Background: an optimization exercise with open tools, aiming at small area. Do not read the settings as production practice. RTL that was checked went through simulation tests only; none was proved equivalent to the original. The RTL of runs 1 to 4 was laid out without a check of its function. Power is estimated from default activity; no workload was simulated. No driver is modelled on the clock port, so clocking that relies on it looks cheaper here than on a real chip.

`flow/config.mk`:
```
export PLATFORM = sky130hd
export DESIGN_NAME = hmv3_engine
export DESIGN_NICKNAME = hmv3_engine
export VERILOG_FILES = /design/flow/design.v
export SDC_FILE = /design/flow/constraint.sdc
export NUM_CORES = 4
export LEC_CHECK = 0
export CAP_MARGIN = 20
export CORE_MARGIN = 2
export CORE_UTILIZATION = 60
export CTS_BUF_LIST = sky130_fd_sc_hd__clkbuf_16
export CTS_CLUSTER_DIAMETER = 60
export CTS_CLUSTER_SIZE = 25
export GPL_TIMING_DRIVEN = 0
export PLACE_DENSITY = 0.7
export SLEW_MARGIN = 20
```
`flow/constraint.sdc`:
```
create_clock -name core_clock -period 8.0 [get_ports {clk}]
set_input_delay 1.6000 -clock core_clock [delete_from_list [all_inputs] [get_ports {clk}]]
set_output_delay 1.6000 -clock core_clock [all_outputs]
set_load 0.01 [all_outputs]
```
`flow/design.v`:
```
module hmv3_engine (
    input  wire        clk,
    input  wire        rst,
    input  wire        in_valid,
    output wire        in_ready,
    input  wire [7:0]  in_op,
    input  wire [7:0]  in_a,
    input  wire [15:0] in_b,
    input  wire [15:0] in_c,
    input  wire        in_model,
    output wire        out_valid,
    input  wire        out_ready,
    output wire        out_last,
    output wire [3:0]  out_code,
    output wire [15:0] out_data
);
    localparam [3:0] R_OK       = 4'd0;
    localparam [3:0] R_INVRANGE = 4'd2;
    localparam [3:0] R_UNKNOWN  = 4'd3;
    localparam [3:0] R_TRUNC    = 4'd4;
    localparam [3:0] R_TOOLONG  = 4'd5;
    localparam [3:0] R_DCBSHORT = 4'd6;
    localparam [3:0] R_ILLEGAL  = 4'd7;
    localparam [3:0] R_MORE     = 4'd8;
    localparam [3:0] S_IDLE = 4'd0;
    localparam [3:0] S_BITW = 4'd1;    
    localparam [3:0] S_BIT  = 4'd2;    
    localparam [3:0] S_DW   = 4'd3;    
    localparam [3:0] S_FO   = 4'd4;    
    localparam [3:0] S_ZERO = 4'd5;    
    localparam [3:0] S_GW   = 4'd6;    
    localparam [3:0] S_GO   = 4'd7;    
    localparam [3:0] S_SLOT = 4'd8;    
    localparam [3:0] S_FIN  = 4'd9;    
    localparam [3:0] S_RDW  = 4'd10;   
    localparam [3:0] S_RDO  = 4'd11;   
    localparam [3:0] S_RES  = 4'd12;   
    localparam [3:0] S_SKIP = 4'd13;   
    localparam [3:0] S_TAKE = 4'd14;   
    localparam [2:0] OC_CRC  = 3'd0;   
    localparam [2:0] OC_SUM  = 3'd1;
    localparam [2:0] OC_CHK  = 3'd2;   
    localparam [2:0] OC_DRD  = 3'd3;   
    localparam [2:0] OC_FRM  = 3'd4;   
    localparam [2:0] OC_RX   = 3'd5;   
    localparam [2:0] OC_GET  = 3'd6;   
    localparam [1:0] D_ZERO = 2'd0;
    localparam [1:0] D_CRC  = 2'd1;
    localparam [1:0] D_MAP  = 2'd2;
    localparam [1:0] D_GET  = 2'd3;
    reg [3:0]  st;
    reg [2:0]  oc;
    reg        nib;
    reg        datap;      
    reg [3:0]  rc;         
    reg [1:0]  dsel;
    reg        bad;
    reg [15:0] rem;        
    reg [6:0]  pos;
    reg [7:0]  hold;
    reg [3:0]  gid;
    reg        gm;
    reg [15:0] crc;        
    reg [7:0]  q;          
    reg        kind;
    reg        hdr;        
    reg [8:0]  rl;         
    reg [7:0]  rx_n;
    reg [15:0] xc;         
    reg        xbad;
    localparam NR = 256;   
    reg [8*NR-1:0] ring;   
    wire [3:0] cid     = in_op[3:0];
    wire [3:0] op_hi   = in_op[7:4];
    wire       c_crc   = (op_hi == 4'h1);
    wire       c_enc   = (op_hi == 4'h2);
    wire       c_map   = (op_hi == 4'h3) && (cid[3:1] == 3'd0);
    wire       c_get   = (op_hi == 4'h4);
    wire       c_put   = (op_hi == 4'h5);
    wire       is_encrd = c_enc && (cid == 4'h0);
    wire       is_encwr = c_enc && (cid == 4'h1);
    wire       g_act  = (st == S_GW) || (st == S_GO);
    wire [3:0] tid    = g_act ? gid : (c_map ? in_a[3:0] : cid);
    wire       tm     = g_act ? gm : in_model;
    wire       t_sh   = tm & ((tid == 4'd6) | (tid == 4'd7) | (tid == 4'd8) |
                              (tid == 4'd12) | (tid == 4'd13));
    wire [6:0] t_roff = (tid == 4'd0)  ? 7'd4  : (tid == 4'd1)  ? 7'd18 :
                        (tid == 4'd2)  ? 7'd23 : (tid == 4'd3)  ? 7'd17 :
                        (tid == 4'd4)  ? 7'd32 : (tid == 4'd5)  ? 7'd35 :
                        (tid == 4'd6)  ? 7'd35 : (tid == 4'd7)  ? 7'd36 :
                        (tid == 4'd8)  ? 7'd37 : (tid == 4'd9)  ? 7'd24 :
                        (tid == 4'd10) ? 7'd40 : (tid == 4'd11) ? 7'd52 :
                        (tid == 4'd12) ? 7'd64 : 7'd80;
    wire [6:0] t_wm1  = (tid == 4'd4 || tid == 4'd9) ? 7'd1 :
                        (tid == 4'd8) ? 7'd2 :
                        (tid == 4'd10 || tid == 4'd11) ? 7'd11 :
                        (tid == 4'd12 || tid == 4'd13) ? 7'd15 : 7'd0;
    wire [6:0] t_off  = t_roff + {6'd0, t_sh};
    wire [6:0] t_last = t_off + t_wm1;
    wire [7:0] t_wad  = (tid == 4'd1)  ? 8'd18 : (tid == 4'd2)  ? 8'd23 :
                        (tid == 4'd3)  ? 8'd17 : (tid == 4'd6)  ? 8'd42 :
                        (tid == 4'd7)  ? 8'd43 : (tid == 4'd8)  ? 8'd44 :
                        (tid == 4'd9)  ? 8'd24 : (tid == 4'd10) ? 8'd47 :
                        (tid == 4'd11) ? 8'd59 : (tid == 4'd12) ? 8'd71 : 8'd87;
    wire       t_hw   = (tid == 4'd6) || (tid == 4'd12) || (tid == 4'd13);
    wire       t_seq  = (tid == 4'd8) || (tid >= 4'd10);
    wire       t_fin  = (tid == 4'd7) || (tid >= 4'd10);
    wire [4:0] t_plen = (tid == 4'd7) ? 5'd4 : (tid == 4'd9) ? 5'd2 :
                        (tid == 4'd10 || tid == 4'd11) ? 5'd12 :
                        (tid == 4'd12 || tid == 4'd13) ? 5'd16 : 5'd1;
    wire       t_ok   = (tid == 4'd1) || (tid == 4'd2) || (tid == 4'd3) || (tid == 4'd6) ||
                        (tid == 4'd7) || (tid == 4'd9) || ((tid >= 4'd10) && (tid <= 4'd13));
    wire       g_inw  = (pos >= t_off);
    wire       g_end  = (pos == t_last);
    wire       g_seq  = t_seq;
    wire [7:0] plen_c  = is_encwr ? in_c[7:0] : c_put ? {3'd0, t_plen} : 8'd0;
    reg [7:0] fb;
    always @(*) begin
        case (pos[3:0])
            4'd0:  fb = in_a;
            4'd1:  fb = plen_c + 8'd10;
            4'd2:  fb = 8'h81;
            4'd3:  fb = {7'd0, !is_encrd};
            4'd4:  fb = c_put ? t_wad : in_b[7:0];
            4'd5:  fb = c_put ? 8'd0 : in_b[15:8];
            4'd6:  fb = c_put ? plen_c : in_c[7:0];
            4'd7:  fb = c_put ? 8'd0 : in_c[15:8];
            4'd8:  fb = datap ? in_a : in_b[7:0];
            4'd9:  fb = in_b[15:8];
            4'd10: fb = crc[7:0];
            default: fb = crc[15:8];
        endcase
    end
    function [15:0] bstep(input [15:0] r, input b, input rot);
        reg e;
        begin
            e = !rot & (r[15] ^ b);
            bstep = {r[14:12], r[11] ^ e, r[10:5], r[4] ^ e, r[3:0], r[15] ^ (b & !rot)};
        end
    endfunction
    wire [7:0] hb    = (oc == OC_FRM) ? fb : in_a;
    wire       hbit  = hb[~q[2:0]];
    wire       q7    = (q[2:0] == 3'd7);
    wire       use_x = (oc == OC_RX);
    wire       rl_lt3 = (rl[8:2] == 7'd0) && !(rl[1] & rl[0]);
    wire       rem_lt2 = (rem[15:1] == 15'd0);
    wire       rem_z   = (rem == 16'd0);
    wire       cmp_c = ((oc == OC_CHK) || (oc == OC_DRD)) && rem_lt2;
    wire       cmp   = use_x ? rl_lt3 : cmp_c;
    wire       step  = !(nib && !q[2]);
    wire       slot_hit = (q == rl[7:0]);
    wire       g_w2   = (gid == 4'd4) || (gid == 4'd9);
    reg        rdy;
    always @(*) begin
        rdy = 1'b0;
        case (st)
            S_TAKE: rdy = 1'b1;
            S_BIT:  rdy = q7 && (oc == OC_SUM || oc == OC_CHK || oc == OC_DRD) && !rem_z;
            S_FO:   rdy = out_ready && datap && !rem_z && (pos[3:0] == 4'd7 || pos[3:0] == 4'd8);
            S_GW:   rdy = !g_inw || (!g_seq && !g_end);
            S_GO:   rdy = out_ready && !g_end;
            S_SKIP: rdy = 1'b1;
            S_RES:  rdy = out_ready;
            default: rdy = 1'b0;
        endcase
    end
    assign in_ready = rdy;
    assign out_valid = (st == S_FO) || (st == S_ZERO) || (st == S_GO) ||
                       (st == S_RDO) || (st == S_RES);
    assign out_last  = (st == S_RES);
    assign out_code  = (st == S_RES) ? {rc[3:1], rc[0] | bad} : 4'd0;
    reg [15:0] od;
    always @(*) begin
        case (st)
            S_FO:  od = {8'd0, fb};
            S_GO:  od = {8'd0, in_a};
            S_RDO: od = {8'd0, hold};
            S_RES: case (dsel)
                       D_CRC: od = crc;
                       D_MAP: od = {8'd0, cid[0] ? t_wad : {1'b0, t_off}};
                       D_GET: od = {g_w2 ? hold : 8'd0, in_a};
                       default: od = 16'd0;
                   endcase
            default: od = 16'd0;
        endcase
    end
    assign out_data = od;
    wire out_fire = out_ready;    
    wire ring_wr = (st == S_SLOT) && slot_hit;
    always @(posedge clk)
        ring <= {ring_wr ? in_a : ring[7:0], ring[8*NR-1:8]};
    always @(posedge clk) begin
        if (rst) q <= 8'd0;
        else     q <= q + 8'd1;
    end
    wire [8:0] n_plus2 = {1'b0, rx_n} + 9'd2;
    always @(posedge clk) begin
        if (rst) begin
            st   <= S_IDLE;
            crc  <= 16'hFFFF;
            kind <= 1'b0;
            hdr  <= 1'b1;
            rl   <= 9'd11;
            xc   <= 16'hFFFF;
            xbad <= 1'b0;
        end else begin
            case (st)
            S_IDLE: if (in_valid) begin
                rc    <= R_OK;
                dsel  <= D_ZERO;
                bad   <= 1'b0;
                nib   <= 1'b0;
                datap <= 1'b0;
                pos   <= 7'd0;
                rem   <= 16'd0;
                st    <= S_RES;
                if (c_crc) begin
                    case (cid)
                    4'h0: crc <= 16'hFFFF;
                    4'h1: begin oc <= OC_CRC; nib <= 1'b1; st <= S_BITW; end
                    4'h2: begin oc <= OC_CRC; st <= S_BITW; end
                    4'h3: dsel <= D_CRC;
                    4'h4: begin
                        oc   <= OC_SUM;
                        crc  <= 16'hFFFF;
                        dsel <= D_CRC;
                        rem  <= in_c;
                        if (in_c != 16'd0) st <= S_TAKE;
                    end
                    4'h5: begin
                        oc  <= OC_CHK;
                        rem <= in_c;
                        if (in_c[15:1] == 15'd0) rc <= R_TRUNC;
                        else begin crc <= 16'hFFFF; st <= S_TAKE; end
                    end
                    default: rc <= R_ILLEGAL;
                    endcase
                end else if (c_enc) begin
                    case (cid)
                    4'h0: begin oc <= OC_FRM; crc <= 16'hFFFF; st <= S_BITW; end
                    4'h1: begin
                        oc    <= OC_FRM;
                        datap <= 1'b1;
                        rem   <= in_c;
                        if (in_c > 16'd245) rc <= R_TOOLONG;
                        else begin crc <= 16'hFFFF; st <= S_BITW; end
                    end
                    4'h2: begin oc <= OC_DRD; crc <= 16'hFFFF; rem <= 16'h800B; st <= S_TAKE; end
                    4'h3: begin oc <= OC_CHK; crc <= 16'hFFFF; rem <= 16'd7; st <= S_TAKE; end
                    4'h4: begin
                        kind <= in_a[0];
                        hdr  <= 1'b1;
                        rl   <= in_a[0] ? 9'd7 : 9'd11;
                        xc   <= 16'hFFFF;
                        xbad <= 1'b0;
                    end
                    4'h5: begin
                        oc <= OC_RX;
                        if (!kind && hdr && rl == 9'd4) rx_n <= in_a;
                        if (rl != 9'd1) rc <= R_MORE;
                        st <= S_BITW;
                    end
                    default: rc <= R_ILLEGAL;
                    endcase
                end else if (c_map) begin
                    if (in_a[3:0] > 4'd13)
                        rc <= R_ILLEGAL;
                    else if ((t_hw && !in_model) ||
                             (cid[0] && (in_a[3:0] == 4'd0 || in_a[3:0] == 4'd4 || in_a[3:0] == 4'd5)))
                        rc <= R_UNKNOWN;
                    else
                        dsel <= D_MAP;
                end else if (c_get && cid <= 4'd13) begin
                    gid <= cid;
                    gm  <= in_model;
                    rem <= in_b[0] ? 16'd0 : in_c;
                    if (in_b[0] || (t_hw && !in_model)) begin
                        rc <= R_UNKNOWN;
                        if (t_seq) st <= S_ZERO;
                    end else if ({9'd0, t_last} >= in_c) begin
                        rc <= R_DCBSHORT;
                    end else begin
                        if (!t_seq) dsel <= D_GET;
                        oc   <= OC_GET;
                        st   <= S_TAKE;
                    end
                end else if (c_put && t_ok) begin
                    oc    <= OC_FRM;
                    datap <= t_fin;
                    rem   <= t_fin ? {11'd0, t_plen} : 16'd0;
                    if ((t_hw && !in_model) ||
                        (cid == 4'd1 && (in_b[7:0] < 8'd5 || in_b[7:0] > 8'd35)))
                        rc <= R_INVRANGE;
                    else begin
                        crc <= 16'hFFFF;
                        st  <= S_BITW;
                    end
                end else begin
                    rc <= R_ILLEGAL;
                end
            end
            S_DW: if (in_valid) begin
                if (oc == OC_DRD && rem[15] && rem[2:0] == 3'b100)
                    rem <= {8'd0, in_a} + 16'd3;
                else
                    rem <= rem - 16'd1;
                st <= S_BITW;
            end
            S_BITW: if (q7) st <= S_BIT;
            S_TAKE: st <= (oc == OC_GET) ? S_GW : S_DW;
            S_BIT: begin
                if (step) begin
                    if (use_x) xc  <= bstep(xc, hbit, cmp);
                    else       crc <= bstep(crc, hbit, cmp);
                end
                if (cmp) begin
                    if (use_x && rl[1]) xbad <= xbad | (xc[7] ^ hbit);
                    else                bad  <= bad | ((use_x ? xc[7] : crc[7]) ^ hbit);
                end
                if (q7) begin
                    case (oc)
                    OC_CRC: st <= S_RES;
                    OC_FRM: st <= S_FO;
                    OC_RX: begin
                        if (rl_lt3) begin
                            if (rl[1]) begin
                                rl <= rl - 9'd1;
                                st <= S_RES;
                            end else
                                st <= S_FIN;
                        end else if (!hdr) begin
                            st <= S_SLOT;
                        end else begin
                            if (!kind && rl == 9'd3) begin
                                rl  <= n_plus2;
                                hdr <= 1'b0;
                            end else
                                rl <= rl - 9'd1;
                            st <= S_RES;
                        end
                    end
                    default: st <= rem_z ? S_RES : S_DW;    
                    endcase
                end
            end
            S_FO: if (out_fire) begin
                case (pos[3:0])
                4'd7: begin
                    if (datap) begin
                        if (rem_z) begin pos <= 7'd10; st <= S_FO; end
                        else       begin pos <= 7'd8;  st <= S_DW; end
                    end else if (is_encrd) begin
                        pos <= 7'd10;
                    end else begin
                        pos <= 7'd8;
                        st  <= S_BITW;
                    end
                end
                4'd8: begin
                    if (datap) begin
                        if (rem_z) pos <= 7'd10;
                        else       st  <= S_DW;
                    end else if (cid == 4'd9) begin
                        pos <= 7'd9;
                        st  <= S_BITW;
                    end else
                        pos <= 7'd10;
                end
                4'd9:  pos <= 7'd10;
                4'd10: pos <= 7'd11;
                4'd11: st  <= S_RES;
                default: begin
                    pos <= pos + 7'd1;
                    st  <= S_BITW;
                end
                endcase
            end
            S_ZERO: if (out_fire) begin
                pos <= pos + 7'd1;
                if (pos == t_wm1) st <= S_RES;
            end
            S_GW: if (in_valid) begin
                if (!g_inw) begin
                    rem <= rem - 16'd1;
                    pos <= pos + 7'd1;
                end else if (g_seq) begin
                    rem <= rem - 16'd1;
                    st  <= S_GO;
                end else if (g_end) begin
                    rem <= rem - 16'd1;
                    st  <= S_RES;
                end else begin
                    rem  <= rem - 16'd1;
                    pos  <= pos + 7'd1;
                    hold <= in_a;
                end
            end
            S_GO: if (out_fire) begin
                if (g_end) st <= S_RES;
                else begin
                    pos <= pos + 7'd1;
                    st  <= S_GW;
                end
            end
            S_SLOT: if (slot_hit) begin
                rl <= rl - 9'd1;
                st <= S_RES;
            end
            S_FIN: begin
                crc  <= xc;
                xc   <= 16'hFFFF;
                xbad <= 1'b0;
                bad  <= bad | xbad;
                if (!(bad | xbad) && !kind) begin
                    rl <= n_plus2;
                    st <= S_RDW;
                end else begin
                    hdr <= 1'b1;
                    rl  <= kind ? 9'd7 : 9'd11;
                    st  <= S_RES;
                end
            end
            S_RDW: begin
                if (rl_lt3) begin
                    hdr <= 1'b1;
                    rl  <= 9'd11;
                    st  <= S_RES;
                end else if (slot_hit) begin
                    hold <= ring[7:0];
                    st   <= S_RDO;
                end
            end
            S_RDO: if (out_fire) begin
                rl <= rl - 9'd1;
                st <= S_RDW;
            end
            S_RES: if (out_fire) st <= rem_z ? S_IDLE : S_SKIP;
            S_SKIP: if (in_valid) begin
                rem <= rem - 16'd1;
                if (rem == 16'd1) st <= S_IDLE;
            end
            default: st <= S_IDLE;
            endcase
        end
    end
endmodule
```
`flow/flow/run.sh`:
```
#!/bin/bash
# Standard synthesis, then an area re-mapping of its combinational logic
# (registers untouched), then the standard layout from that netlist, with
# the smallest buffer on each port and no dummy clock loads.
set -euo pipefail
HERE=$(pwd)
R=$HERE/orfs/results/$FLOW_PLATFORM/hmv3_engine/base
export BUFFER_PORTS_ARGS="-buffer_cell sky130_fd_sc_hd__buf_1"
export CTS_ARGS="-sink_clustering_enable -repair_clock_nets -sink_clustering_size 25 -sink_clustering_max_diameter 60 -buf_list sky130_fd_sc_hd__clkbuf_16 -dont_use_dummy_load"
bash standard.sh synth > std_synth.log 2>&1
cp $R/1_2_yosys.v $HERE/std_synth_netlist.v
IN=$HERE/std_synth_netlist.v OUT=$R/1_2_yosys.v TOP=$FLOW_TOP \
LIB=$FLOW_HOME/platforms/sky130hd/lib/sky130_fd_sc_hd__tt_025C_1v80.lib \
SCRIPT=$HERE/flow/area.abc yosys -c $HERE/flow/reopt.tcl > reopt.log 2>&1
rm -f $R/1_synth.odb $R/1_synth.sdc
bash standard.sh > std_layout.log 2>&1
```
`flow/flow/area.abc`:
```
strash
balance -l; resub -K 6 -l; rewrite -l; resub -K 6 -N 2 -l; refactor -l; resub -K 8 -l; balance -l; resub -K 8 -N 2 -l; rewrite -l; resub -K 10 -l; rewrite -z -l; resub -K 10 -N 2 -l; balance -l; resub -K 12 -l; refactor -z -l; resub -K 12 -N 2 -l; rewrite -z -l; balance -l
dch -f
map -a
strash
balance -l; resub -K 6 -l; rewrite -l; resub -K 6 -N 2 -l; refactor -l; resub -K 8 -l; balance -l; resub -K 8 -N 2 -l; rewrite -l; resub -K 10 -l; rewrite -z -l; resub -K 10 -N 2 -l; balance -l; resub -K 12 -l; refactor -z -l; resub -K 12 -N 2 -l; rewrite -z -l; balance -l
dch -f
map -a
```
`flow/flow/reopt.tcl`:
```
# Re-map the combinational logic of the standard synthesis netlist for area.
# Registers (and their names and cell types) are left exactly as they are:
# sequential cells stay black boxes, only the combinational cells are
# flattened into gates and mapped again by ABC with an area script.
# env: IN OUT LIB SCRIPT TOP
yosys -import
set lib $::env(LIB)
read_liberty -ignore_miss_func $lib
blackbox sky130_fd_sc_hd__*df* sky130_fd_sc_hd__*dl* sky130_fd_sc_hd__*sdf*
read_verilog $::env(IN)
hierarchy -top $::env(TOP)
flatten
opt_clean -purge
abc -liberty $lib -dont_use sky130_fd_sc_hd__lpflow_bleeder_1 -dont_use sky130_fd_sc_hd__lpflow_clkbufkapwr_1 -dont_use sky130_fd_sc_hd__lpflow_clkbufkapwr_16 -dont_use sky130_fd_sc_hd__lpflow_clkbufkapwr_2 -dont_use sky130_fd_sc_hd__lpflow_clkbufkapwr_4 -dont_use sky130_fd_sc_hd__lpflow_clkbufkapwr_8 -dont_use sky130_fd_sc_hd__lpflow_clkinvkapwr_1 -dont_use sky130_fd_sc_hd__lpflow_clkinvkapwr_16 -dont_use sky130_fd_sc_hd__lpflow_clkinvkapwr_2 -dont_use sky130_fd_sc_hd__lpflow_clkinvkapwr_4 -dont_use sky130_fd_sc_hd__lpflow_clkinvkapwr_8 -dont_use sky130_fd_sc_hd__lpflow_decapkapwr_12 -dont_use sky130_fd_sc_hd__lpflow_decapkapwr_3 -dont_use sky130_fd_sc_hd__lpflow_decapkapwr_4 -dont_use sky130_fd_sc_hd__lpflow_decapkapwr_6 -dont_use sky130_fd_sc_hd__lpflow_decapkapwr_8 -dont_use sky130_fd_sc_hd__lpflow_inputiso0n_1 -dont_use sky130_fd_sc_hd__lpflow_inputiso0p_1 -dont_use sky130_fd_sc_hd__lpflow_inputiso1n_1 -dont_use sky130_fd_sc_hd__lpflow_inputiso1p_1 -dont_use sky130_fd_sc_hd__lpflow_inputisolatch_1 -dont_use sky130_fd_sc_hd__lpflow_isobufsrc_1 -dont_use sky130_fd_sc_hd__lpflow_isobufsrc_16 -dont_use sky130_fd_sc_hd__lpflow_isobufsrc_2 -dont_use sky130_fd_sc_hd__lpflow_isobufsrc_4 -dont_use sky130_fd_sc_hd__lpflow_isobufsrc_8 -dont_use sky130_fd_sc_hd__lpflow_isobufsrckapwr_16 -dont_use sky130_fd_sc_hd__lpflow_lsbuf_lh_hl_isowell_tap_1 -dont_use sky130_fd_sc_hd__lpflow_lsbuf_lh_hl_isowell_tap_2 -dont_use sky130_fd_sc_hd__lpflow_lsbuf_lh_hl_isowell_tap_4 -dont_use sky130_fd_sc_hd__lpflow_lsbuf_lh_isowell_4 -dont_use sky130_fd_sc_hd__lpflow_lsbuf_lh_isowell_tap_1 -dont_use sky130_fd_sc_hd__lpflow_lsbuf_lh_isowell_tap_2 -dont_use sky130_fd_sc_hd__lpflow_lsbuf_lh_isowell_tap_4 -dont_use sky130_fd_sc_hd__probe_p_8 -dont_use sky130_fd_sc_hd__probec_p_8  -script $::env(SCRIPT)
opt_clean -purge
hilomap -singleton -hicell sky130_fd_sc_hd__conb_1 HI -locell sky130_fd_sc_hd__conb_1 LO
insbuf -buf sky130_fd_sc_hd__buf_4 A X
opt_clean -purge
stat -liberty $lib
write_verilog -noattr -noexpr -nohex -nodec $::env(OUT)
```
`flow/standard.sh`:
```
#!/bin/bash
# synth_recipe.tcl (not shown) runs the flow's synth.tcl, then flattens the netlist and writes it again
# the make line also repeats each setting of config.mk as NAME=value (left out here)
make -C /OpenROAD-flow-scripts/flow DESIGN_CONFIG=/design/flow/config.mk WORK_HOME=/design/flow/orfs CLKGATE_MAP_FILE= SYNTH_SCRIPT=/design/flow/synth_recipe.tcl "${@:-finish}"
```
==> results of run 1 <==
## cell usage in the layout, fill, tap and decap left out, types with 19 or more instances in the layout
cell / n
o211ai_1: 20
clkinv_1: 206
edfxtp_1: 56
a21oi_1: 94
a221oi_1: 22
nand2_1: 200
clkbuf_16: 105
buf_1: 69
dfxtp_1: 2104
o22ai_1: 22
nand3_1: 43
nor3_1: 36
buf_4: 19
nor2_1: 274
o21ai_0: 142
a22oi_1: 29
## state kept, by name, indices dropped and copies added (netlist names), 2 cells and up
register and cells:
st 4, xc 16, rl 9, rem 16
rc 4, oc 3, rx_n 8, gid 4
pos 7, hold 8, q 8, ring 2048
dsel 2, crc 16
## cell type report
cell class | instances | share of cell area
Sequential cell | 2160 | 0.803
Multi-Input combinational cell | 1048 | 0.101
Clock buffer | 105 | 0.0481
Tap cell | 1070 | 0.0245
Inverter | 220 | 0.0155
Timing Repair Buffer | 96 | 0.00848
## timing repair
action	CTS	global route
buffers inserted	5	13
endpoints found under the setup margin	10	5
endpoints found under the hold margin	0	0
pin swaps	5	10
gates resized for setup	39	43
## worst max-delay path, delay by kind of cell
kind            cells  cell delay [ps]
compound gates      6             1100
buf+inv             9             1100
simple gates       17             2400
## per-stage QoR
step	instance area, um^2	hold slack [ps]	setup WS [ps]	setup TNS [ps]
2_1_floorplan	49800	310	409	0
3_3_place_gp	51500	311	-1970	-13290
3_5_place_dp	51500	312	-1820	-9280
4_1_cts	54300	248	-24.4	-24.4
5_1_grt	54600	258	-34.0	-34.0
6_report	54600	269	170	0
## power groups by stage
| stage | Clock, mW | Combinational [mW] | Sequential, mW |
|---|---|---|---|
| global placement | 0 | 1.17 | 11.3 |
| CTS | 5.46 | 1.20 | 11.1 |
| global route | 5.84 | 1.38 | 11.1 |
| finish | 5.29 | 1.29 | 11.1 |
| detailed placement | 0 | 1.17 | 11.3 |
| floorplan | 0 | 0.759 | 11.3 |
## worst min-delay path by stage
stage	from	to	slack, ps	cells after the start
finish	ring[20]	ring[12]	270	0
global route	ring[20]	ring[12]	260	0
CTS	ring[20]	ring[12]	250	0
detailed placement	ring[1049]	ring[1041]	310	0
global placement	ring[1466]	ring[1458]	310	0
floorplan	ring[8]	ring[0]	310	0
## routing by layer
layer  routed length, um  share of wire
met3                5800          0.070
met4                2940          0.036
met1               40900           0.50
met5                   0              0
met2               32700           0.40
==> summary.txt, run 1 <==
outcome=complete, no violations; Final Slew Violations=0; Layout area overhead=9.48%; Max Fclk=128 MHz; Worst-path clk slew=90 ps; Final period util=0.979; CTS tree=built; Nets=3684; setup violators final=0; Sw Pwr=4.04 mW; dpl cells=4575; # diodes=0; core area=82100 um^2; Final Hold Viols=0; worst-case reg-to-reg path depth=27; max incr delay on CP=290 ps; hpwl dp=51100 um; first-pass GRT wire length=129000 um; initial DRC count=1807; multi-input logic area=5490 um^2; # rows=105; critical path startpoint=in_op[5]; DR DRC count=0; final WL=82400 um; crit path launch type=primary input; Slew HR=0.230; internal power=13.6 mW; VDD IR-drop max=0.000203 V; cell count after synthesis=3428; H-tree levels=3; worst setup path class=in2out; Clock Sink Count=2160; Worst Tran Pin Value=1160 ps; num ports=76; die height=292 um; crit path time final=7830 ps; worst hold path type=reg2reg; Horiz. Die Dim=292 um; initial core utilization=0.607; hold_buf cts=0; Clock Latency Late Sink=660 ps; M3 GR Usage=0.0346; crit path capture=in_ready; CP max FO=7; synthesized cell area=49800 um^2; reg2reg end=st[1]; Layout Skew=78.0 ps; antenna-violating nets left=0; syn nets=3481; Lkg Pwr=21.1 nW; RR Startpoint=st[1]; Comb pwr share=0.073; share of cells above drive strength 1=0.0554; CP max stage cell=o211ai_1; Ys Warns=1; GR Util met2=0.271; via count=23280; post-layout util=0.665; Clock Tree Buf Depth=3; CTS Buf Count=105; Worst EP arrival=6230 ps; Die ar.=85400 um^2; sw frac=0.229; average footprint of a synthesized cell=14.5 um^2; DR WL/cell=17.5 um; total grt overflow=0; Port-buffer cells=75; Worst EP required=6400 ps; clk root buf=clkbuf_16; vias per cell=4.95; sequential share of power=0.627; total power divided by cell area=324 nW/um^2; largest net degree at the start of global routing=33; Total GRT Usage=0.195; Layout fillers=5763; TritonRoute pass-1 iters=5; number of global-route vias before repair=22413; register-to-register setup slack=1130 ps; Layout Cells excl Fill=4699; Sequential Area=43800 um^2; Clock power frac=0.300; GP Congestion=0.998; antenna violations before repair=0; grt met1 use=0.303; Worst Setup End Kind=output port; global routing's busiest layer=met1; Design Power=17.7 mW; max-cap violation count=0
==> run 2: changes to the inputs <==
--- a/flow/design.v
+++ b/flow/design.v
@@ -58,8 +58,8 @@
     reg [15:0] rem;        
     reg [6:0]  pos;
     reg [7:0]  hold;
-    reg [3:0]  gid;
-    reg        gm;
+    reg [3:0]  gwc;        
+    reg        gsq;        
     reg [15:0] crc;        
     reg [7:0]  q;          
     reg        kind;
@@ -79,9 +79,8 @@
     wire       c_put   = (op_hi == 4'h5);
     wire       is_encrd = c_enc && (cid == 4'h0);
     wire       is_encwr = c_enc && (cid == 4'h1);
-    wire       g_act  = (st == S_GW) || (st == S_GO);
-    wire [3:0] tid    = g_act ? gid : (c_map ? in_a[3:0] : cid);
-    wire       tm     = g_act ? gm : in_model;
+    wire [3:0] tid    = c_map ? in_a[3:0] : cid;
+    wire       tm     = in_model;
     wire       t_sh   = tm & ((tid == 4'd6) | (tid == 4'd7) | (tid == 4'd8) |
                               (tid == 4'd12) | (tid == 4'd13));
     wire [6:0] t_roff = (tid == 4'd0)  ? 7'd4  : (tid == 4'd1)  ? 7'd18 :
@@ -110,9 +109,8 @@
                         (tid == 4'd12 || tid == 4'd13) ? 5'd16 : 5'd1;
     wire       t_ok   = (tid == 4'd1) || (tid == 4'd2) || (tid == 4'd3) || (tid == 4'd6) ||
                         (tid == 4'd7) || (tid == 4'd9) || ((tid >= 4'd10) && (tid <= 4'd13));
-    wire       g_inw  = (pos >= t_off);
-    wire       g_end  = (pos == t_last);
-    wire       g_seq  = t_seq;
+    wire       g_inw  = (pos == 7'd0);
+    wire       g_end  = (gwc == 4'd0);
     wire [7:0] plen_c  = is_encwr ? in_c[7:0] : c_put ? {3'd0, t_plen} : 8'd0;
     reg [7:0] fb;
     always @(*) begin
@@ -149,7 +147,6 @@
     wire       cmp   = use_x ? rl_lt3 : cmp_c;
     wire       step  = !(nib && !q[2]);
     wire       slot_hit = (q == rl[7:0]);
-    wire       g_w2   = (gid == 4'd4) || (gid == 4'd9);
     reg        rdy;
     always @(*) begin
         rdy = 1'b0;
@@ -157,7 +154,7 @@
             S_TAKE: rdy = 1'b1;
             S_BIT:  rdy = q7 && (oc == OC_SUM || oc == OC_CHK || oc == OC_DRD) && !rem_z;
             S_FO:   rdy = out_ready && datap && !rem_z && (pos[3:0] == 4'd7 || pos[3:0] == 4'd8);
-            S_GW:   rdy = !g_inw || (!g_seq && !g_end);
+            S_GW:   rdy = !g_inw || (!gsq && !g_end);
             S_GO:   rdy = out_ready && !g_end;
             S_SKIP: rdy = 1'b1;
             S_RES:  rdy = out_ready;
@@ -178,7 +175,7 @@
             S_RES: case (dsel)
                        D_CRC: od = crc;
                        D_MAP: od = {8'd0, cid[0] ? t_wad : {1'b0, t_off}};
-                       D_GET: od = {g_w2 ? hold : 8'd0, in_a};
+                       D_GET: od = {hold, in_a};
                        default: od = 16'd0;
                    endcase
             default: od = 16'd0;
@@ -271,8 +268,10 @@
                     else
                         dsel <= D_MAP;
                 end else if (c_get && cid <= 4'd13) begin
-                    gid <= cid;
-                    gm  <= in_model;
+                    pos  <= t_off;
+                    gwc  <= t_wm1[3:0];
+                    gsq  <= t_seq;
+                    hold <= 8'd0;
                     rem <= in_b[0] ? 16'd0 : in_c;
                     if (in_b[0] || (t_hw && !in_model)) begin
                         rc <= R_UNKNOWN;
@@ -376,29 +375,26 @@
                 endcase
             end
             S_ZERO: if (out_fire) begin
-                pos <= pos + 7'd1;
-                if (pos == t_wm1) st <= S_RES;
+                gwc <= gwc - 4'd1;
+                if (g_end) st <= S_RES;
             end
             S_GW: if (in_valid) begin
-                if (!g_inw) begin
-                    rem <= rem - 16'd1;
-                    pos <= pos + 7'd1;
-                end else if (g_seq) begin
-                    rem <= rem - 16'd1;
-                    st  <= S_GO;
-                end else if (g_end) begin
-                    rem <= rem - 16'd1;
-                    st  <= S_RES;
-                end else begin
-                    rem  <= rem - 16'd1;
-                    pos  <= pos + 7'd1;
+                rem <= rem - 16'd1;
+                if (!g_inw)
+                    pos <= pos - 7'd1;
+                else if (gsq)
+                    st <= S_GO;
+                else if (g_end)
+                    st <= S_RES;
+                else begin
+                    gwc  <= gwc - 4'd1;
                     hold <= in_a;
                 end
             end
             S_GO: if (out_fire) begin
                 if (g_end) st <= S_RES;
                 else begin
-                    pos <= pos + 7'd1;
+                    gwc <= gwc - 4'd1;
                     st  <= S_GW;
                 end
             end
==> flow/config.mk (replaced) <==
export PLATFORM = sky130hd
export DESIGN_NAME = hmv3_engine
export DESIGN_NICKNAME = hmv3_engine
export VERILOG_FILES = /design/flow/design.v
export SDC_FILE = /design/flow/constraint.sdc
export NUM_CORES = 4
export LEC_CHECK = 0
export CAP_MARGIN = 20
export CORE_MARGIN = 2
export CORE_UTILIZATION = 75
export GPL_TIMING_DRIVEN = 0
export PLACE_DENSITY = 0.85
export SLEW_MARGIN = 20
==> run 2 against run 1 <==
Compared with the run above:
- the run now fails in global routing
- synthesized cell count fell by 1.6%
- synthesized area fell by 0.43%
==> summary.txt, run 2 <==
outcome=aborted with a tool error; hpwl dp=79600 um (+56%); cell count after synthesis=3373 (-1.6%); H-tree levels=3 (unchanged); # rows=94 (-10%); GP Congestion=1.04 (+4.6%); average footprint of a synthesized cell=14.7 um^2 (+1.2%); antenna violations before repair=59; largest net degree at the start of global routing=48; Worst EP kind=output port; Worst EP post-GRT repair=in_ready; Ys Warns=1 (unchanged); hold_buf cts=0 (unchanged); Horiz. Die Dim=261 um (-11%); clk root buf=clkbuf_16; Clock Tree Buf Depth=3 (unchanged); Port-buffer cells=75 (unchanged); Total GRT Usage=0.685; Failed at=global routing; Setup Fix Bufs, Post-CTS=0 (-5); syn nets=3426 (-1.6%); num ports=76 (unchanged); placed inst area=51100 um^2 (-0.86%); initial core utilization=0.756 (+0.149); Setup WS pre-CTS=-455 ps (+1360 ps); CTS Buf Count=99 (-5.7%); die height=261 um (-11%); synthesized cell area=49600 um^2 (-0.43%); Error=[ERROR GRT-0232] Routing congestion too high. Check the congestion heatmap in the GUI.; total grt overflow=27
run 2: power by group through the flow:
stage / combinational [mW] / clock [mW] / sequential (mW)
3_3_place_gp: 1.05 / 0 / 11.3
2_1_floorplan: 0.676 / 0 / 11.2
4_1_cts: 1.31 / 5.43 / 11.1
3_5_place_dp: 1.20 / 0 / 11.3
run 2: timing repair:
item / CTS
gates resized for setup: 3
setup endpoints to repair: 14
gates cloned: 0
run 2: per-layer routing:
layer,overflow,GRT usage
met3,2,0.561
met5,0,0.385
met2,12,0.849
met1,2,0.690
met4,11,0.587
run 2: how the worst max path moves through the flow:
stage	start	endpoint	slack, ps	depth (start not counted)
3_3_place_gp	in_op[2]	crc[7]	-460	24
2_1_floorplan	in_op[6]	out_data[2]	2130	16
3_5_place_dp	in_op[2]	crc[14]	-460	24
4_1_cts	in_op[2]	out_data[1]	20	19
run 2: through the flow:
stage | util | cells
after detailed placement | 0.778 | 4317
after global placement | 0.777 | 4312
after floorplan | - | 3373
after CTS | 0.816 | 4416
==> run 3: changes to the inputs <==
--- a/flow/flow/run.sh
+++ b/flow/flow/run.sh
@@ -6,7 +6,7 @@
 HERE=$(pwd)
 R=$HERE/orfs/results/$FLOW_PLATFORM/hmv3_engine/base
 export BUFFER_PORTS_ARGS="-buffer_cell sky130_fd_sc_hd__buf_1"
-export CTS_ARGS="-sink_clustering_enable -repair_clock_nets -sink_clustering_size 25 -sink_clustering_max_diameter 60 -buf_list sky130_fd_sc_hd__clkbuf_16 -dont_use_dummy_load"
+export CTS_ARGS="-sink_clustering_enable -repair_clock_nets -sink_clustering_size 32 -sink_clustering_max_diameter 60 -buf_list sky130_fd_sc_hd__clkbuf_16 -dont_use_dummy_load"
 bash standard.sh synth > std_synth.log 2>&1
 cp $R/1_2_yosys.v $HERE/std_synth_netlist.v
 IN=$HERE/std_synth_netlist.v OUT=$R/1_2_yosys.v TOP=$FLOW_TOP \
--- a/flow/config.mk
+++ b/flow/config.mk
@@ -7,7 +7,7 @@
 export LEC_CHECK = 0
 export CAP_MARGIN = 20
 export CORE_MARGIN = 2
-export CORE_UTILIZATION = 75
+export CORE_UTILIZATION = 60
 export GPL_TIMING_DRIVEN = 0
-export PLACE_DENSITY = 0.85
+export PLACE_DENSITY = 0.7
 export SLEW_MARGIN = 20
==> run 3 against run 2 <==
Compared with the run above:
- the run now finishes clean
- synthesized cell count stayed put
- synthesized area stayed put
==> summary.txt, run 3 <==
Clock Sink Count=2160; # rows=105 (+12%); GP Congestion=1.06 (+1.8%); Max Fclk=131 MHz; CP delay by family, top=buffers and inverters; Layout Cells excl Fill=4619; most frequent cells in the layout=2104 x dfxtp_1, 262 x nor2_1, 225 x clkinv_1, 155 x nand2_1, 142 x o21ai_0; Worst EP arrival=6050 ps; max-cap violation count=0; Nets=3603; Layout Skew=88.5 ps; number of global-route vias before repair=21602; crit path time final=7650 ps; antenna violations before repair=1; Largest register FFs=2048; max incr delay on CP=600 ps; Worst Slack Setup Final=346 ps; crit path cell chain=buf_1 > clkinv_1 > nor2_1 > clkinv_1 > nor2_1 > clkinv_1 > nor2_1 > clkinv_1 > o21ai_0 > nand2_1 > clkinv_1 > nor2_1 > clkinv_1 > nor2_1 > o32ai_1 > clkinv_1 > o211ai_1 > buf_1; largest register by flop count=ring; final WL=78900 um; Clock Latency Late Sink=680 ps; outcome=complete, no violations; Total GRT Usage=0.185; Setup WS pre-CTS=-70.2 ps (+385 ps); CP max stage cell=clkinv_1; synthesized cell area=49600 um^2 (unchanged); Worst-path clk slew=100 ps; crit path launch type=primary input; worst-case reg-to-reg path depth=25; setup violators final=0; cell count after synthesis=3373 (unchanged); via count=22848; H-tree levels=3 (unchanged); total power divided by cell area=320 nW/um^2; antenna-violating nets left=0; syn nets=3426 (unchanged); Slew HR=0.338; TritonRoute pass-1 iters=8; dpl cells=4521 (+4.7%); Worst Setup End Kind=output port; DR WL/cell=17.1 um; hpwl dp=49500 um (-38%); Design Power=17.2 mW; initial core utilization=0.605 (-0.151); Worst Tran Pin Value=985 ps; Die ar.=85000 um^2; share of cells above drive strength 1=0.0344; Buf/Inv on CP=9; Setup Fix Bufs, Post-CTS=0 (unchanged); Lkg Pwr=20.7 nW; Layout area overhead=8.30%; largest net degree at the start of global routing=48; VDD IR-drop max=0.000216 V; total grt overflow=0; worst setup path class=in2out; die height=292 um (+12%); Ys Warns=1 (unchanged); cell mode on critical path=clkinv_1; worst hold path type=reg2reg; CTS Buf Count=96 (-3.0%); Clock Tree Buf Depth=3 (unchanged); first-pass GRT wire length=123000 um; CTS tree=built; Port-buffer cells=75 (unchanged); clk root buf=clkbuf_16; DR DRC count=0; Worst EP required=6400 ps; core area=82000 um^2; critical path depth=18; vias per cell=4.95; CP max FO=14; WHS Path Cells=0; Final period util=0.957; Final Slew Violations=0; hold slack=234 ps; Final Hold Viols=0; initial DRC count=2270; Horiz. Die Dim=292 um (+12%); average footprint of a synthesized cell=14.7 um^2 (unchanged); num ports=76 (unchanged); commonest non-fill, non-tap cell in the layout=dfxtp_1; RSZ-0062 raised after global routing=false
==> run 3: power breakdown <==
part	switching [mW]	total, mW	internal (mW)
Clock	2.90	5.04	2.15
Sequential	0.122	11.0	10.9
Combinational	0.809	1.11	0.300
==> run 3: cell type report <==
| class | count | area [um^2] |
|---|---|---|
| clock buffers | 96 | 2400 |
| well taps | 1070 | 1340 |
| inverters | 226 | 850 |
| fillers | 5902 | 28200 |
| multi-input cells | 987 | 5020 |
| repair buffers | 79 | 334 |
| flip-flops and latches | 2160 | 43800 |
| diodes | 1 | 2.50 |
==> run 3: worst paths after layout <==
path | slack, ps | to | start
setup / recovery | 350 | out_data[4] | in_op[0]
hold / removal | 230 | ring[32] | ring[40]
setup reg to reg | 2380 | crc[5] | pos[0]
hold reg to reg | 230 | ring[32] | ring[40]
==> run 3: metal layers <==
layer | track usage | wire length [um] | up-vias
met1 | 0.289 | 39100 | 10469
li1 | - | - | 11233
met3 | 0.0379 | 6300 | 243
met5 | 0 | 0 | -
met4 | 0.0920 | 3990 | 0
met2 | 0.244 | 29500 | 903
==> run 3: per-stage QoR <==
stage                util  instance area (um^2)  TNS, ps
finish              0.656                 53800        0
global placement    0.625                 51300    -1570
CTS                 0.655                 53700        0
detailed placement  0.626                 51300     -745
floorplan               -                 49600        0
global route        0.656                 53700        0
==> run 3: repair_timing <==
action | CTS | global route
resized for setup | 0 | 2
hold buffers | 0 | 0
endpoints found under the setup margin | 0 | 16
hold endpoints to repair | 0 | 0
==> run 4: changes to the inputs <==
--- a/flow/flow/run.sh
+++ b/flow/flow/run.sh
@@ -6,7 +6,7 @@
 HERE=$(pwd)
 R=$HERE/orfs/results/$FLOW_PLATFORM/hmv3_engine/base
 export BUFFER_PORTS_ARGS="-buffer_cell sky130_fd_sc_hd__buf_1"
-export CTS_ARGS="-sink_clustering_enable -repair_clock_nets -sink_clustering_size 32 -sink_clustering_max_diameter 60 -buf_list sky130_fd_sc_hd__clkbuf_16 -dont_use_dummy_load"
+export CTS_ARGS="-sink_clustering_enable -repair_clock_nets -sink_clustering_size 40 -sink_clustering_max_diameter 45 -buf_list sky130_fd_sc_hd__clkbuf_16 -dont_use_dummy_load"
 bash standard.sh synth > std_synth.log 2>&1
 cp $R/1_2_yosys.v $HERE/std_synth_netlist.v
 IN=$HERE/std_synth_netlist.v OUT=$R/1_2_yosys.v TOP=$FLOW_TOP \
==> run 4 against run 3 <==
Compared with the run above:
- cell area is 1.6% higher
- worst hold slack gained 32 ps
- power rose by 5.2%
- utilization up 1.0 points
- synthesized cell count unchanged
- global-route usage is 0.44 points higher
- sequential power about the same
==> summary.txt, run 4 <==
initial core utilization=0.605 (unchanged); Ys Warns=1 (unchanged); share of cells above drive strength 1=0.0436 (+0.00917); reg2reg end=crc[5]; Max Fclk=130 MHz (-0.24%); Layout Cells excl Fill=4653 (+0.74%); worst hold path type=reg2reg; Clock Latency Late Sink=690 ps (about the same); Layout fillers=5791 (-1.9%); most frequent cells in the layout=2104 x dfxtp_1, 262 x nor2_1, 225 x clkinv_1, 155 x nand2_1, 142 x o21ai_0; Worst Setup End Kind=output port; crit path launch type=primary input; RSZ-0062 raised after global routing=false; commonest non-fill, non-tap cell in the layout=dfxtp_1; hpwl dp=49500 um (unchanged); Final period util=0.959 (+0.00226); Total GRT Usage=0.190 (+0.00437); Port-buffer cells=75 (unchanged); max-cap violation count=0 (unchanged); setup_tns=0 ps (unchanged); die height=292 um (unchanged); GP Congestion=1.06 (unchanged); TritonRoute pass-1 iters=6 (-2); worst setup path class=in2out; initial DRC count=2211 (-2.6%); total power divided by cell area=331 nW/um^2 (+3.5%); largest register by flop count=ring; Clock Tree Buf Depth=3 (unchanged); Clock Sink Count=2160 (unchanged); largest net degree at the start of global routing=48 (unchanged); VDD IR-drop max=0.000209 V (-3.2%); critical path startpoint=in_op[0]; register-to-register setup slack=2410 ps (+30 ps); Final Hold Viols=0 (unchanged); Horiz. Die Dim=292 um (unchanged); DR WL/cell=17.3 um (+1.0%); Worst EP required=6400 ps (about the same); hold slack=266 ps (+31.9 ps); Die ar.=85000 um^2 (unchanged); vias per cell=4.97 (+0.52%); Slew HR=0.308 (-0.0301); cell count after synthesis=3373 (unchanged); synthesized cell area=49600 um^2 (unchanged); CTS Buf Count=130 (+35%); crit path capture=out_data[4]; first-pass GRT wire length=125000 um (+1.7%); dpl cells=4521 (unchanged); Design Power=18.1 mW (+5.2%); Largest register FFs=2048 (unchanged); clk root buf=clkbuf_16; core area=82000 um^2 (unchanged); Worst-path clk slew=90 ps (about the same); syn nets=3426 (unchanged); Nets=3637 (+0.94%); setup violators final=0 (unchanged); Worst Tran Pin Value=1030 ps (+44.8 ps); total grt overflow=0 (unchanged); crit path time final=7670 ps (+18.1 ps); DR DRC count=0 (unchanged); M3 GR Usage=0.0457 (+0.00784); RR Startpoint=pos[0]; # rows=105 (unchanged); Final Slew Violations=0 (unchanged); global routing's busiest layer=met1; antenna violations before repair=1 (unchanged); final WL=80300 um (+1.8%); H-tree levels=4 (+1); via count=23137 (+1.3%); post-route cell area=54600 um^2 (+1.6%); Layout Skew=70.4 ps (-18.0 ps); CTS tree=built; Worst EP arrival=6070 ps (+20 ps); GR Util met2=0.252 (+0.00807); outcome=complete, no violations; worst-case reg-to-reg path depth=25 (unchanged); CP max FO=14 (unchanged); num ports=76 (unchanged); Layout area overhead=10.0%; placed inst area=51300 um^2 (unchanged); hold_buf cts=0 (unchanged); antenna-violating nets left=0 (unchanged); grt met1 use=0.288 (-0.000947); Lkg Pwr=21.1 nW (+2.0%); average footprint of a synthesized cell=14.7 um^2 (unchanged); number of global-route vias before repair=22090 (+2.3%)
run 4: per-layer routing:
layer | share of wire | wire length, um
met5 | 0 | 0
met4 | 0.049 | 3910
met3 | 0.080 | 6400
met2 | 0.38 | 30700
met1 | 0.49 | 39300
run 4: area by class of cell:
cell class	instances	area (um^2)	share of cell area
sequential	2160	43800	0.802
inverter	226	850	0.0156
clock buffer	130	3250	0.0596
antenna	1	2.50	0.0000458
timing repair buffer	79	334	0.00612
tap	1070	1340	0.0245
multi-input combinational	987	5020	0.0920
run 4: worst min-delay path by stage:
| stage | start | endpoint | slack, ps | depth (start not counted) |
|---|---|---|---|---|
| 5_1_grt | ring[119] | ring[111] | 250 | 0 |
| 3_3_place_gp | ring[1135] | ring[1127] | 310 | 0 |
| 4_1_cts | ring[119] | ring[111] | 250 | 0 |
| 2_1_floorplan | ring[8] | ring[0] | 310 | 0 |
| 3_5_place_dp | ring[1083] | ring[1075] | 310 | 0 |
| 6_report | ring[119] | ring[111] | 270 | 0 |
run 4: what timing repair did:
item	CTS	global route
setup buffers	0	0
endpoints found under the setup margin	0	18
gates resized for setup	0	2
run 4: per-stage QoR:
stage / setup slack, ps / utilization
after floorplan: 2130 / -
after global placement: -164 / 0.625
after detailed placement: -70.2 / 0.626
after CTS: 203 / 0.666
after global routing: 3.80 / 0.666
final: 328 / 0.666
run 4: report_power, final:
part / internal [mW] / switching, mW / leakage (nW)
clock network: 2.88 / 3.05 / 1.60
logic: 0.300 / 0.810 / 2.02
registers: 10.9 / 0.124 / 17.5
total: 14.1 / 3.98 / 21.1
run 4: critical path, stage by stage:
cell,delay [ps]
buf_1,470
clkinv_1,590
nor2_1,320
clkinv_1,170
nor2_1,160
clkinv_1,120
nor2_1,450
clkinv_1,270
o21ai_0,330
nand2_1,90
clkinv_1,90
nor2_1,80
clkinv_1,110
nor2_1,50
o32ai_1,250
clkinv_1,260
o211ai_1,440
buf_1,200
==> run 5: changes to the inputs <==
--- a/flow/design.v
+++ b/flow/design.v
@@ -37,6 +37,7 @@
     localparam [3:0] S_RES  = 4'd12;   
     localparam [3:0] S_SKIP = 4'd13;   
     localparam [3:0] S_TAKE = 4'd14;   
+    localparam [3:0] S_LDN  = 4'd15;   
     localparam [2:0] OC_CRC  = 3'd0;   
     localparam [2:0] OC_SUM  = 3'd1;
     localparam [2:0] OC_CHK  = 3'd2;   
@@ -65,7 +66,6 @@
     reg        kind;
     reg        hdr;        
     reg [8:0]  rl;         
-    reg [7:0]  rx_n;
     reg [15:0] xc;         
     reg        xbad;
     localparam NR = 256;   
@@ -183,14 +183,16 @@
     end
     assign out_data = od;
     wire out_fire = out_ready;    
-    wire ring_wr = (st == S_SLOT) && slot_hit;
+    wire q_is2    = (q == 8'd2);
+    wire slot_go  = hdr ? q_is2 : slot_hit;
+    wire ring_wr  = (st == S_SLOT) && slot_go && !(hdr && rl[0]);
     always @(posedge clk)
         ring <= {ring_wr ? in_a : ring[7:0], ring[8*NR-1:8]};
     always @(posedge clk) begin
         if (rst) q <= 8'd0;
         else     q <= q + 8'd1;
     end
-    wire [8:0] n_plus2 = {1'b0, rx_n} + 9'd2;
+    wire [8:0] n_plus2 = {1'b0, ring[7:0]} + 9'd2;
     always @(posedge clk) begin
         if (rst) begin
             st   <= S_IDLE;
@@ -253,7 +255,6 @@
                     end
                     4'h5: begin
                         oc <= OC_RX;
-                        if (!kind && hdr && rl == 9'd4) rx_n <= in_a;
                         if (rl != 9'd1) rc <= R_MORE;
                         st <= S_BITW;
                     end
@@ -327,14 +328,10 @@
                                 st <= S_RES;
                             end else
                                 st <= S_FIN;
-                        end else if (!hdr) begin
+                        end else if (!hdr || (!kind && (rl == 9'd4 || rl == 9'd3))) begin
                             st <= S_SLOT;
                         end else begin
-                            if (!kind && rl == 9'd3) begin
-                                rl  <= n_plus2;
-                                hdr <= 1'b0;
-                            end else
-                                rl <= rl - 9'd1;
+                            rl <= rl - 9'd1;
                             st <= S_RES;
                         end
                     end
@@ -398,18 +395,25 @@
                     st  <= S_GW;
                 end
             end
-            S_SLOT: if (slot_hit) begin
-                rl <= rl - 9'd1;
+            S_SLOT: if (slot_go) begin
+                if (hdr && rl[0]) begin
+                    rl  <= n_plus2;
+                    hdr <= 1'b0;
+                end else
+                    rl <= rl - 9'd1;
                 st <= S_RES;
             end
+            S_LDN: if (q_is2) begin
+                rl <= n_plus2;
+                st <= S_RDW;
+            end
             S_FIN: begin
                 crc  <= xc;
                 xc   <= 16'hFFFF;
                 xbad <= 1'b0;
                 bad  <= bad | xbad;
                 if (!(bad | xbad) && !kind) begin
-                    rl <= n_plus2;
-                    st <= S_RDW;
+                    st <= S_LDN;
                 end else begin
                     hdr <= 1'b1;
                     rl  <= kind ? 9'd7 : 9'd11;
@@ -435,7 +439,6 @@
                 rem <= rem - 16'd1;
                 if (rem == 16'd1) st <= S_IDLE;
             end
-            default: st <= S_IDLE;
             endcase
         end
     end
--- a/flow/flow/run.sh
+++ b/flow/flow/run.sh
@@ -6,7 +6,7 @@
 HERE=$(pwd)
 R=$HERE/orfs/results/$FLOW_PLATFORM/hmv3_engine/base
 export BUFFER_PORTS_ARGS="-buffer_cell sky130_fd_sc_hd__buf_1"
-export CTS_ARGS="-sink_clustering_enable -repair_clock_nets -sink_clustering_size 40 -sink_clustering_max_diameter 45 -buf_list sky130_fd_sc_hd__clkbuf_16 -dont_use_dummy_load"
+export CTS_ARGS="-sink_clustering_enable -repair_clock_nets -sink_clustering_size 36 -sink_clustering_max_diameter 70 -buf_list sky130_fd_sc_hd__clkbuf_16 -dont_use_dummy_load"
 bash standard.sh synth > std_synth.log 2>&1
 cp $R/1_2_yosys.v $HERE/std_synth_netlist.v
 IN=$HERE/std_synth_netlist.v OUT=$R/1_2_yosys.v TOP=$FLOW_TOP \
==> run 5 against run 4 <==
Compared with the run above:
- sequential power barely moved
- critical path depth rose by 14
- non-clock buffer count rose by 4
- die area fell by 0.85%
- clock skew rose by 48 ps
- combinational power rose by 24%
- count of clock-buffer cells in the layout fell by 54
- flip-flop and latch count fell by 8
- synthesized cell count fell by 1.4%
- utilization fell by 1.7 points
- power fell by 5.3%
- final cell count fell by 2.1%
- critical path type unchanged
- largest power group unchanged
==> summary.txt, run 5 <==
outcome=complete, no violations; Worst-path clk slew=120 ps (+30 ps); vias per cell=4.84 (-2.6%); Clock Latency Late Sink=660 ps (-30 ps); WHS Path Cells=0 (unchanged); initial DRC count=1976 (-11%); placed inst area=50900 um^2 (-0.88%); cell mode on critical path=clkinv_1; H-tree levels=3 (-1); Final period util=0.947 (-0.0122); max incr delay on CP=310 ps (-280 ps); post-route cell area=53000 um^2 (-3.0%); DR DRC count=0 (unchanged); num ports=76 (unchanged); number of global-route vias before repair=20909 (-5.3%); Layout Skew=119 ps (+48.2 ps); # rows=105 (unchanged); GP Congestion=1.01 (-4.4%); max-cap violation count=0 (unchanged); Ys Warns=1 (unchanged); CTS Buf Count=76 (-42%); Port-buffer cells=75 (unchanged); crit path launch type=primary input; Worst Setup End Kind=output port; setup_tns=0 ps (unchanged); antenna violations before repair=2 (+1); hold_buf cts=0 (unchanged); Worst EP arrival=5970 ps (-100 ps); Layout Cells excl Fill=4557 (-2.1%); cell count after synthesis=3327 (-1.4%); DR WL/cell=17.2 um (-0.54%); worst setup path class=in2out; hold_sp=ring[169]; Largest register FFs=2048 (unchanged); Slew HR=0.264 (-0.0433); clk root buf=clkbuf_16; commonest non-fill, non-tap cell in the layout=dfxtp_1; CP max FO=5 (-9); final WL=78200 um (-2.6%); core area=81600 um^2 (-0.48%); most frequent cells in the layout=2104 x dfxtp_1, 268 x nor2_1, 211 x clkinv_1, 169 x nand2_1, 125 x o21ai_0; syn nets=3380 (-1.3%); average footprint of a synthesized cell=14.8 um^2 (+0.51%); Final Hold Viols=0 (unchanged); Worst EP required=6400 ps (about the same); largest net degree at the start of global routing=37 (-23%); hold slack=233 ps (-33.2 ps); total grt overflow=0 (unchanged); register-to-register setup slack=2130 ps (-280 ps); share of cells above drive strength 1=0.0359 (-0.00769); hpwl dp=49600 um (+0.23%); Clock Sink Count=2152 (-0.37%); Total GRT Usage=0.185 (-0.00475); VDD IR-drop max=0.000203 V (-2.7%); first-pass GRT wire length=122000 um (-3.1%); Nets=3541 (-2.6%); Worst Tran Pin Value=1090 ps (+65.3 ps); grt met1 use=0.290 (+0.00208); Final Slew Violations=0 (unchanged); via count=22061 (-4.7%); worst-case reg-to-reg path depth=17 (-32%); M3 GR Usage=0.0330 (-0.0128); CP max stage cell=o2111ai_4; TritonRoute pass-1 iters=7 (+1); synthesized cell area=49200 um^2 (-0.86%); antenna-violating nets left=0 (unchanged); worst hold path type=reg2reg; die height=290 um (-0.43%); dpl cells=4474 (-1.0%); GR Util met2=0.252 (-0.000293); Lkg Pwr=20.4 nW (-3.2%); Horiz. Die Dim=290 um (-0.43%); hold path endpoint=ring[161]; initial core utilization=0.603 (-0.00232); crit path time final=7570 ps (-97.2 ps); Max Fclk=132 MHz (+1.3%); CTS tree=built; Design Power=17.1 mW (-5.3%); largest register by flop count=ring; setup violators final=0 (unchanged); Clock Tree Buf Depth=3 (unchanged); global routing's busiest layer=met1; Die ar.=84300 um^2 (-0.85%); Layout area overhead=7.62%; reg2reg end=st[3]; total power divided by cell area=324 nW/um^2 (-2.3%); RR Startpoint=st[2]
==> run 5: what timing repair did <==
| action | CTS | global route |
|---|---|---|
| gates resized for setup | 17 | 18 |
| setup buffers | 0 | 6 |
| endpoints found under the hold margin | 0 | 0 |
| pin swaps | 1 | 3 |
| setup endpoints to repair | 6 | 5 |
==> run 5: critical path, delay by kind of cell <==
kind,cells,cell delay [ps]
buffers and inverters,12,1550
AND/OR/NAND/NOR,16,2080
AO/OA/AOI/OAI,4,730
==> run 5: area by class of cell <==
cell class                      instances  area [um^2]
Inverter                              217          826
Multi-Input combinational cell        958         4970
Timing Repair Buffer                   83          357
Clock buffer                           76         1900
Antenna cell                            1         2.50
Sequential cell                      2152        43600
Tap cell                             1070         1340
Fill cell                            5804        28600
==> run 5: worst max path at each step <==
stage | from | end | cells after the start | slack (ps)
2_1_floorplan | in_op[6] | out_data[7] | 30 | 1320
3_3_place_gp | in_op[3] | out_data[6] | 31 | -1090
3_5_place_dp | in_op[3] | out_data[7] | 31 | -900
4_1_cts | in_a[0] | out_data[7] | 26 | 10
5_1_grt | in_op[2] | out_data[7] | 32 | -10
6_report | in_op[2] | out_data[7] | 32 | 430
==> run 5: report_power, final <==
group          leakage, nW  internal (mW)  switching [mW]
Clock                0.937           1.73            2.82
Sequential            17.4           11.1           0.150
Combinational         2.07          0.371            1.01
Total                 20.4           13.2            3.98
==> run 5: routing by layer <==
| layer | vias to the layer above | routed length [um] |
|---|---|---|
| met5 | - | 13 |
| met4 | 2 | 3140 |
| met3 | 179 | 5060 |
| met2 | 662 | 30100 |
| met1 | 10163 | 39900 |
| li1 | 11055 | - |
==> run 5: per-stage QoR <==
stage	util	setup slack (ps)
after floorplan	-	1320
after global placement	0.623	-1090
after detailed placement	0.624	-898
after CTS	0.648	10.2
after global routing	0.649	-14.2
final	0.649	425
==> run 6: changes to the inputs <==
--- a/flow/flow/run.sh
+++ b/flow/flow/run.sh
@@ -6,7 +6,7 @@
 HERE=$(pwd)
 R=$HERE/orfs/results/$FLOW_PLATFORM/hmv3_engine/base
 export BUFFER_PORTS_ARGS="-buffer_cell sky130_fd_sc_hd__buf_1"
-export CTS_ARGS="-sink_clustering_enable -repair_clock_nets -sink_clustering_size 36 -sink_clustering_max_diameter 70 -buf_list sky130_fd_sc_hd__clkbuf_16 -dont_use_dummy_load"
+export CTS_ARGS="-sink_clustering_enable -repair_clock_nets -sink_clustering_size 32 -sink_clustering_max_diameter 60 -buf_list sky130_fd_sc_hd__clkbuf_16 -dont_use_dummy_load"
 bash standard.sh synth > std_synth.log 2>&1
 cp $R/1_2_yosys.v $HERE/std_synth_netlist.v
 IN=$HERE/std_synth_netlist.v OUT=$R/1_2_yosys.v TOP=$FLOW_TOP \
==> run 6 against run 5 <==
Compared with the run above:
- flip-flop and latch count is the same
- count of clock-buffer cells in the layout grew 17
- non-clock buffer count is the same
- combinational power is essentially flat
- largest power group unchanged
- via count grew 1.3%
- still clean
==> summary.txt, run 6 <==
largest register by flop count=ring; cell count after synthesis=3327 (unchanged); setup violators final=0 (unchanged); Total GRT Usage=0.188 (+0.00258); Worst-path clk slew=90 ps (-30 ps); core area=81600 um^2 (unchanged); WL met1=39800 um (-0.38%); average footprint of a synthesized cell=14.8 um^2 (unchanged); final WL=79100 um (+1.2%); worst hold path type=reg2reg; outcome=complete, no violations; Layout Skew=80.7 ps (-38.0 ps); VDD IR-drop max=0.000230 V (+13%); syn nets=3380 (unchanged); Slew HR=0.261 (-0.00394); worst setup path class=in2out; synthesized cell area=49200 um^2 (unchanged); CTS Buf Count=93 (+22%); CP max stage cell=o221ai_2; hold path endpoint=ring[1992]; total power divided by cell area=329 nW/um^2 (+1.7%); most frequent cells in the layout=2104 x dfxtp_1, 268 x nor2_1, 211 x clkinv_1, 169 x nand2_1, 125 x o21ai_0; hpwl dp=49600 um (unchanged); Clock Sink Count=2152 (unchanged); Layout fillers=5735 (-1.2%); H-tree levels=3 (unchanged); Clock Tree Buf Depth=3 (unchanged); initial core utilization=0.603 (unchanged); placed inst area=50900 um^2 (unchanged); DR WL/cell=17.3 um (+0.83%); Lkg Pwr=20.6 nW (+1.0%); RSZ-0062 raised after global routing=false; TritonRoute pass-1 iters=5 (-2); met3 wire len=5310 um (+5.0%); reg2reg end=st[3]; Worst Setup End Kind=output port; Port-buffer cells=75 (unchanged); antenna violations before repair=1 (-1); total grt overflow=0 (unchanged); clk root buf=clkbuf_16; initial DRC count=2009 (+1.7%); vias per cell=4.88 (+0.90%); commonest non-fill, non-tap cell in the layout=dfxtp_1; max layer used=met4; Worst EP arrival=5960 ps (about the same); Worst EP required=6400 ps (about the same); register-to-register setup slack=2050 ps (-80 ps); max-cap violation count=0 (unchanged); Layout area overhead=8.48%; worst-case reg-to-reg path depth=17 (unchanged); largest net degree at the start of global routing=33 (-11%); GP Congestion=1.01 (unchanged); Largest register FFs=2048 (unchanged); die height=290 um (unchanged); DR DRC count=0 (unchanged); cell mode on critical path=clkinv_1; Clock Latency Late Sink=670 ps (about the same); CP max FO=5 (unchanged); first-pass GRT wire length=123000 um (+1.2%); Max Fclk=132 MHz (+0.21%); Ys Warns=1 (unchanged); number of global-route vias before repair=21292 (+1.8%); post-layout util=0.654 (+0.00518); post-route cell area=53400 um^2 (+0.80%); Worst Tran Pin Value=1100 ps (+5.86 ps); Die ar.=84300 um^2 (unchanged); CTS tree=built; max incr delay on CP=310 ps (about the same); crit path launch type=primary input; Final Slew Violations=0 (unchanged); Final period util=0.945 (-0.00200); RR Startpoint=st[2]; WHS Path Cells=0 (unchanged); hold_sp=ring[2000]; Design Power=17.6 mW (+2.6%); hold_buf cts=0 (unchanged); Final Hold Viols=0 (unchanged); Detail Route met2 WL=31100 um (+3.3%); share of cells above drive strength 1=0.0405 (+0.00468); # diodes=0 (-1); Nets=3558 (+0.48%); num ports=76 (unchanged); crit path time final=7560 ps (-16.0 ps); # rows=105 (unchanged); antenna-violating nets left=0 (unchanged); Horiz. Die Dim=290 um (unchanged); via count=22337 (+1.3%)
==> run 6: critical path, delay by kind of cell <==
family | cells | cell delay [ps]
AND/OR/NAND/NOR | 13 | 1750
buffers and inverters | 12 | 1540
AO/OA/AOI/OAI | 5 | 1020
==> run 6: routing by layer <==
layer / vias to the layer above / GRT usage
met5: - / 0
met4: 0 / 0.0762
met1: 10333 / 0.291
li1: 11084 / -
met2: 731 / 0.260
met3: 189 / 0.0333
==> run 6: timing repair <==
action                                  in CTS  in global routing
endpoints found under the setup margin       6                  5
gates resized for setup                     17                 18
pin swaps                                    1                  2
buffers inserted                             0                  6
==> run 6: how the worst max path moves through the flow <==
stage                        endpoint      from  depth (start not counted)
after floorplan           out_data[7]  in_op[6]                         30
after global placement    out_data[6]  in_op[3]                         31
after detailed placement  out_data[7]  in_op[3]                         31
after CTS                 out_data[7]   in_a[0]                         26
after global routing      out_data[7]  in_op[2]                         32
final                     out_data[6]  in_op[2]                         30
==> run 6: area by class of cell <==
class | count | area [um^2] | share of cell area
sequential | 2152 | 43600 | 0.816
multi-input combinational | 958 | 4970 | 0.0931
clock buffer | 93 | 2330 | 0.0436
tap | 1070 | 1340 | 0.0251
inverter | 217 | 826 | 0.0155
timing repair buffer | 83 | 357 | 0.00668
==> run 6: report_power, final <==
group | internal (mW) | total (mW) | switching (mW)
Sequential | 11.1 | 11.2 | 0.151
Clock | 2.08 | 4.98 | 2.90
Combinational | 0.372 | 1.38 | 1.01
==> run 6: metrics by stage <==
step / setup TNS [ps] / setup slack (ps) / hold slack, ps / cells
finish: 0 / 441 / 282 / 4573
global route: 0 / 20.0 / 277 / 4573
CTS: 0 / 10.2 / 275 / 4567
detailed placement: -3550 / -898 / 312 / 4474
global placement: -5520 / -1090 / 310 / 4472
floorplan: 0 / 1320 / 310 / 3327

-- afterwards: timing with drivers on the ports --
The results above use ideal ports. As a check the final layouts listed here were re-extracted and re-timed, cells and wires unchanged. Step 1 (the two cells are an assumption about what drives the block):
set clk [get_ports {clk}]
set_driving_cell -lib_cell sky130_fd_sc_hd__clkbuf_16 $clk
set_driving_cell -lib_cell sky130_fd_sc_hd__buf_2 [delete_from_list [all_inputs] $clk]
Step 2 also shifts input and output timing later by t, the mid clock arrival at the registers, as if the neighbouring blocks saw the same clock. a / b / c = ideal / step 1 / step 2; a / b = the first two.
| run | t (ns) | setup WS [ns] | worst slew at a driven data input, ns |
|---|---|---|---|
| run 1 | 0.691 | 0.170 / 0.147 / 0.147 | 0.07 |
| run 3 | 0.698 | 0.346 / 0.309 / 0.088 | 0.12 |
| run 4 | 0.743 | 0.328 / 0.293 / -0.082 | 0.11 |
| run 5 | 0.664 | 0.425 / 0.395 / 0.395 | 0.10 |
| run 6 | 0.700 | 0.441 / 0.411 / 0.411 | 0.09 |
With both steps, setup timing fails in run 4, where it was met with ideal ports. For run 4, which loses most, drivers alone change the setup slack by -0.035 ns; drivers and shift together by -0.410 ns.
